Source: an optimization exercise on an open RTL-to-GDS flow (aim: small area, a short achievable clock period and few clock cycles). Production flows keep margins and buffers that such runs may drop. Function was checked by simulation only, so behaviour that the tests miss may differ from the original. No activity file was given, so power comes from the tool's default toggle rates.

## lcd_draw
module lcd_draw (
    input  wire        clk,
    input  wire        rst,           
    input  wire        cmd_valid,
    output wire        cmd_ready,
    input  wire [7:0]  cmd_op,
    input  wire [31:0] cmd_arg0,
    input  wire [31:0] cmd_arg1,
    input  wire [15:0] cmd_color,
    output wire        out_valid,
    input  wire        out_ready,
    output wire [7:0]  out_data,
    output wire        out_dc,
    output wire        out_last,
    output wire        idle
);
clock: 9.5 ns
lec_check: 0
cap_margin: 20
core_margin: 2
core_utilization: 60
slew_margin: 20
standard.sh (not shown) runs the stock make flow with config.mk's settings and CLKGATE_MAP_FILE= SYNTH_SCRIPT=/design/flow/synth_recipe.tcl, a recipe that flattens the netlist after the stock synthesis.
==> flow/flow/run.sh <==
#!/bin/bash
set -euo pipefail
bash standard.sh SETUP_SLACK_MARGIN=6.0 finish > standard_flow.log 2>&1
The baseline finished clean.
Testbench counts at the start, summed over its fixed seeds: cycles 480,437.
Change:
==> flow/flow/run.sh (replaced) <==
#!/bin/bash
set -euo pipefail
bash standard.sh SETUP_SLACK_MARGIN=5.6 finish > standard_flow.log 2>&1
Settings changed: CORE_UTILIZATION 60 to 40.
What happened: The new run passed the timing, design-rule and antenna checks; routed wire length is higher by 1.1%; hold slack gains 0.019 ns; fmax came out higher by 2.1%.
Change:
==> flow/flow/run.sh (replaced) <==
#!/bin/bash
set -euo pipefail
bash standard.sh SETUP_SLACK_MARGIN=6.0 "BUFFER_PORTS_ARGS=-buffer_cell sky130_fd_sc_hd__buf_1" finish > standard_flow.log 2>&1
Settings changed: CTS_BUF_LIST set to sky130_fd_sc_hd__clkbuf_4 sky130_fd_sc_hd__clkbuf_8, TNS_END_PERCENT set to 10.
Result: Clock power drops by about 7%; critical path depth goes up by 9; worst hold slack hardly moves; count of clock-buffer cells in the layout rose by 29.
Change:
==> flow/run.sh (new file) <==
#!/bin/bash
# synth_recipe.tcl (not shown) runs the flow's synth.tcl, then flattens the netlist and writes it again
# the make line also repeats each setting of config.mk as NAME=value (left out here)
make -C /OpenROAD-flow-scripts/flow DESIGN_CONFIG=/design/flow/config.mk WORK_HOME=/design/flow/orfs CLKGATE_MAP_FILE= SYNTH_SCRIPT=/design/flow/synth_recipe.tcl finish
Settings changed: CTS_BUF_LIST sky130_fd_sc_hd__clkbuf_4 sky130_fd_sc_hd__clkbuf_8 to unset, SETUP_SLACK_MARGIN set to 5, TNS_END_PERCENT 10 to unset.
removed: flow/flow/run.sh
removed: flow/standard.sh
The new run finished with timing, DRC and antenna clean.
Core utilization went down by 0.87 points.
Global-route usage shrinks by 0.37 points.
Routed wire length falls by 1.8%.
Clock-buffer cell count decreases by 34.
Non-clock buffer count is lower by 68.
Final area shrinks by 1.8%.
Power came out lower by 4.2%.
Sequential cell count stays the same.
Clock skew falls by 0.041 ns.
Combinational power shrinks by 14%.

========
Another version of the RTL of lcd_draw (not shown whole).
Size: roughly 1900 cells after synthesis, ~200 flip-flops, about 110 I/O pins, roughly 16000 um^2 of cells after synthesis.
make LEC_CHECK=0 ABC_CLOCK_PERIOD_IN_PS=4000 CAP_MARGIN=20 CORE_MARGIN=2 CORE_UTILIZATION=40 SETUP_SLACK_MARGIN=5 SLEW_MARGIN=20 finish   # period 9.5 ns
run.sh (not shown) runs the stock make flow with config.mk's settings and CLKGATE_MAP_FILE= SYNTH_SCRIPT=/design/flow/synth_recipe.tcl, a recipe that flattens the netlist after the stock synthesis.
Stock flow here: none of the scripts above is used.
Testbench counts at the start, summed over its fixed seeds: cycles 479,414.
Rerun with:
--- a/flow/config.mk
+++ b/flow/config.mk
@@ -8 +7,0 @@
-export ABC_CLOCK_PERIOD_IN_PS = 4000
@@ -12 +10,0 @@
-export SETUP_SLACK_MARGIN = 5
Effect: Synthesized cell count does not change; global-route usage is lower by 2.1 points; sequential cell count does not change; design area fell by 12%; power fell by 4.7%; hold slack degrades by 0.037 ns; setup slack got worse by 1.4 ns; area after synthesis does not change; die area is unchanged; register-to-register slack gets worse by 1.4 ns.

========
== the reference run ==
Another version of the RTL of lcd_draw (not shown whole).
Size: roughly 1700 cells after synthesis, about 190 flip-flops, roughly 110 I/O pins, about 15000 sq um of cells after synthesis.
make LEC_CHECK=0 CAP_MARGIN=20 CORE_MARGIN=2 CORE_UTILIZATION=40 SLEW_MARGIN=20 finish   # period 9.5 ns
The reference run did not stop at any stage, and its layout met the timing, design-rule and antenna checks.
Testbench counts of the reference run, summed over its fixed seeds: cycles 478,800.
For the trial run, these inputs were changed with respect to the reference run:
# the reference run
export LEC_CHECK = 0
export CAP_MARGIN = 20
export CORE_MARGIN = 2
export CORE_UTILIZATION = 40
export SLEW_MARGIN = 20
create_clock -name core_clock -period 9.5 [get_ports {clk}]
# the trial run
export LEC_CHECK = 0
export ABC_CLOCK_PERIOD_IN_PS = 4000
export CAP_MARGIN = 20
export CORE_MARGIN = 2
export CORE_UTILIZATION = 40
export SETUP_SLACK_MARGIN = 5
export SLEW_MARGIN = 20
create_clock -name core_clock -period 9.5 [get_ports {clk}]
[summary]
- Relative to the reference run, the relative area of non-clock buffer cells in the final design of the trial run is higher by 6.7 points.
- Global-route usage (lower): the reference run
- Run comparison: the trial run cell type of the slowest stage on the worst timing path or4b_4; the reference run cell type of the slowest stage on the worst timing path dfxtp_1
- From the trial run to the reference run, adder and majority cell fraction of the synthesized area did not move at all.
- Going from the reference run to the trial run, power consumption grows by 26%.
- Of the trial run and the reference run, the run reporting the higher combinational fraction of design power was the trial run.
- Count of non-filler cells in the finished layout in the trial run is about 8% above the reference run.
- Cmp the trial run vs the reference run: ratio of final minimum period to clock period lower in the trial run
- Going from the reference run to the trial run, the setup slack was found to have gone up by 1.34 ns.
- Hold slack: the trial run vs the reference run up 0.028 ns
- The trial run vs the reference run — largest stage delay on the critical path dropped 0.39 ns.

========
JK:
lcd_draw with an RTL version that a note above also has.
For scale: ~220 flip-flops, ~110 I/O pins.
Design lcd_draw, start of the top module:
module lcd_draw (
    input  wire        clk,
    input  wire        rst,           
    input  wire        cmd_valid,
    output wire        cmd_ready,
    input  wire [7:0]  cmd_op,
    input  wire [31:0] cmd_arg0,
    input  wire [31:0] cmd_arg1,
    input  wire [15:0] cmd_color,
    output wire        out_valid,
    input  wire        out_ready,
    output wire [7:0]  out_data,
    output wire        out_dc,
    output wire        out_last,
    output wire        idle
);
export LEC_CHECK = 0
export CAP_MARGIN = 20
export CORE_MARGIN = 2
export CORE_UTILIZATION = 40
export SLEW_MARGIN = 20
export TNS_END_PERCENT = 50
create_clock -name core_clock -period 9.5 [get_ports {clk}]
standard.sh (not shown) runs the stock make flow with config.mk's settings and CLKGATE_MAP_FILE= SYNTH_SCRIPT=/design/flow/synth_recipe.tcl, a recipe that flattens the netlist after the stock synthesis.
==> flow/flow/run.sh <==
#!/bin/bash
set -euo pipefail
bash standard.sh SETUP_SLACK_MARGIN=5.8 finish > standard_flow.log 2>&1
Testbench counts of JK, summed over its fixed seeds: cycles 480,437.
Here is what was changed in the inputs of MS compared with JK.
Settings: CORE_UTILIZATION changed from 40 to 60; TNS_END_PERCENT removed (was 50); SETUP_SLACK_MARGIN newly set to 5.
==> flow/run.sh (new file) <==
#!/bin/bash
# synth_recipe.tcl (not shown) runs the flow's synth.tcl, then flattens the netlist and writes it again
# the make line also repeats each setting of config.mk as NAME=value (left out here)
make -C /OpenROAD-flow-scripts/flow DESIGN_CONFIG=/design/flow/config.mk WORK_HOME=/design/flow/orfs CLKGATE_MAP_FILE= SYNTH_SCRIPT=/design/flow/synth_recipe.tcl finish
removed: flow/flow/run.sh
removed: flow/standard.sh
### Flow results
MS went all the way through the flow, and no timing, DRC or antenna check failed.
Hold slack for MS: 3.3 ps up relative to JK
Per the comparison of MS with JK, depth of the critical timing path with buffers and inverters included lost 10, first-iteration DRC count has increased.
Final clock period utilization by the worst path: MS vs JK up 5.6 points
Summary — number of well taps, MS relative to JK: lower, by 191.
Relative to MS, the following input files were edited for AL:
Settings: removing SETUP_SLACK_MARGIN (formerly 5); changing CORE_UTILIZATION from 60 to 40; setting TNS_END_PERCENT to 10 for the first time; setting CTS_BUF_LIST to sky130_fd_sc_hd__clkbuf_4 sky130_fd_sc_hd__clkbuf_8 for the first time.
==> flow/flow/run.sh (new file) <==
#!/bin/bash
set -euo pipefail
bash standard.sh SETUP_SLACK_MARGIN=5.8 finish > standard_flow.log 2>&1
==> flow/standard.sh (new file) <==
#!/bin/bash
# synth_recipe.tcl (not shown) runs the flow's synth.tcl, then flattens the netlist and writes it again
# the make line also repeats each setting of config.mk as NAME=value (left out here)
make -C /OpenROAD-flow-scripts/flow DESIGN_CONFIG=/design/flow/config.mk WORK_HOME=/design/flow/orfs CLKGATE_MAP_FILE= SYNTH_SCRIPT=/design/flow/synth_recipe.tcl "${@:-finish}"
removed: flow/run.sh
Area of the die on AL is behind MS.
For maximum clock frequency, dividing the value from AL by the value from MS gives 1.12.
AL vs. MS: register-to-register slack grew by 490 ps, count of plain and timing-repair buffers increased 55, post-cts gate resize count moved up.
met1 track utilization from global routing for AL: 11 points down relative to MS
Across both runs, share of total power in the clock network was lower for AL than for MS.
Delta (AL minus MS): transition time at the pin with the least slew margin higher, via count lower, post-DP HPWL higher.

## static timing again, ports no longer ideal
The results above use ideal ports. As a check the final layouts listed here were re-extracted and re-timed, cells and wires unchanged. Step 1 (the two cells are an assumption about what drives the block):
set clk [get_ports {clk}]
set_driving_cell -lib_cell sky130_fd_sc_hd__clkbuf_16 $clk
set_driving_cell -lib_cell sky130_fd_sc_hd__buf_2 [delete_from_list [all_inputs] $clk]
Step 2 moves the port delays by t, midway between the first and last clock arrival at a register: inputs arrive t later, outputs are due t later. That takes back most of the time a late clock gives input paths. Slacks: no drivers / after step 1 / after step 2; pairs: no drivers / after step 1.
run | shift t [ns] | setup WS [ns] | hold slack, ns | worst setup path at the end
the first run of note 1 | 0.605 | 5.582 / 5.582 / 5.576 | 0.536 / 0.536 / 0.536 | input to register
the second run of note 1 | 0.612 | 5.662 / 5.602 / 5.432 | 0.555 / 0.555 / 0.555 | input to register
the third run of note 1 | 0.667 | 5.714 / 5.714 / 5.714 | 0.556 / 0.556 / 0.556 | register to register
the fourth run of note 1 | 0.623 | 5.106 / 5.049 / 5.253 | 0.543 / 0.543 / 0.543 | register to register
the first run of note 2 | 0.607 | 4.677 / 4.677 / 4.677 | 0.575 / 0.575 / 0.575 | register to register
the second run of note 2 | 0.609 | 3.244 / 3.244 / 3.244 | 0.538 / 0.538 / 0.538 | register to register
the reference run | 0.514 | 2.963 / 2.963 / 2.963 | 0.591 / 0.591 / 0.591 | register to register
the trial run | 0.521 | 4.299 / 4.299 / 4.299 | 0.619 / 0.619 / 0.619 | register to register
JK | 0.633 | 5.693 / 5.693 / 5.520 | 0.548 / 0.548 / 0.548 | input to register
MS | 0.599 | 5.158 / 5.105 / 5.219 | 0.551 / 0.551 / 0.551 | register to register
AL | 0.661 | 5.638 / 5.589 / 5.525 | 0.548 / 0.548 / 0.548 | input to register
After both steps setup and hold are still met in every run listed. For the second run of note 1, which loses most, drivers alone change the setup slack by -0.060 ns; drivers and shift together by -0.230 ns.
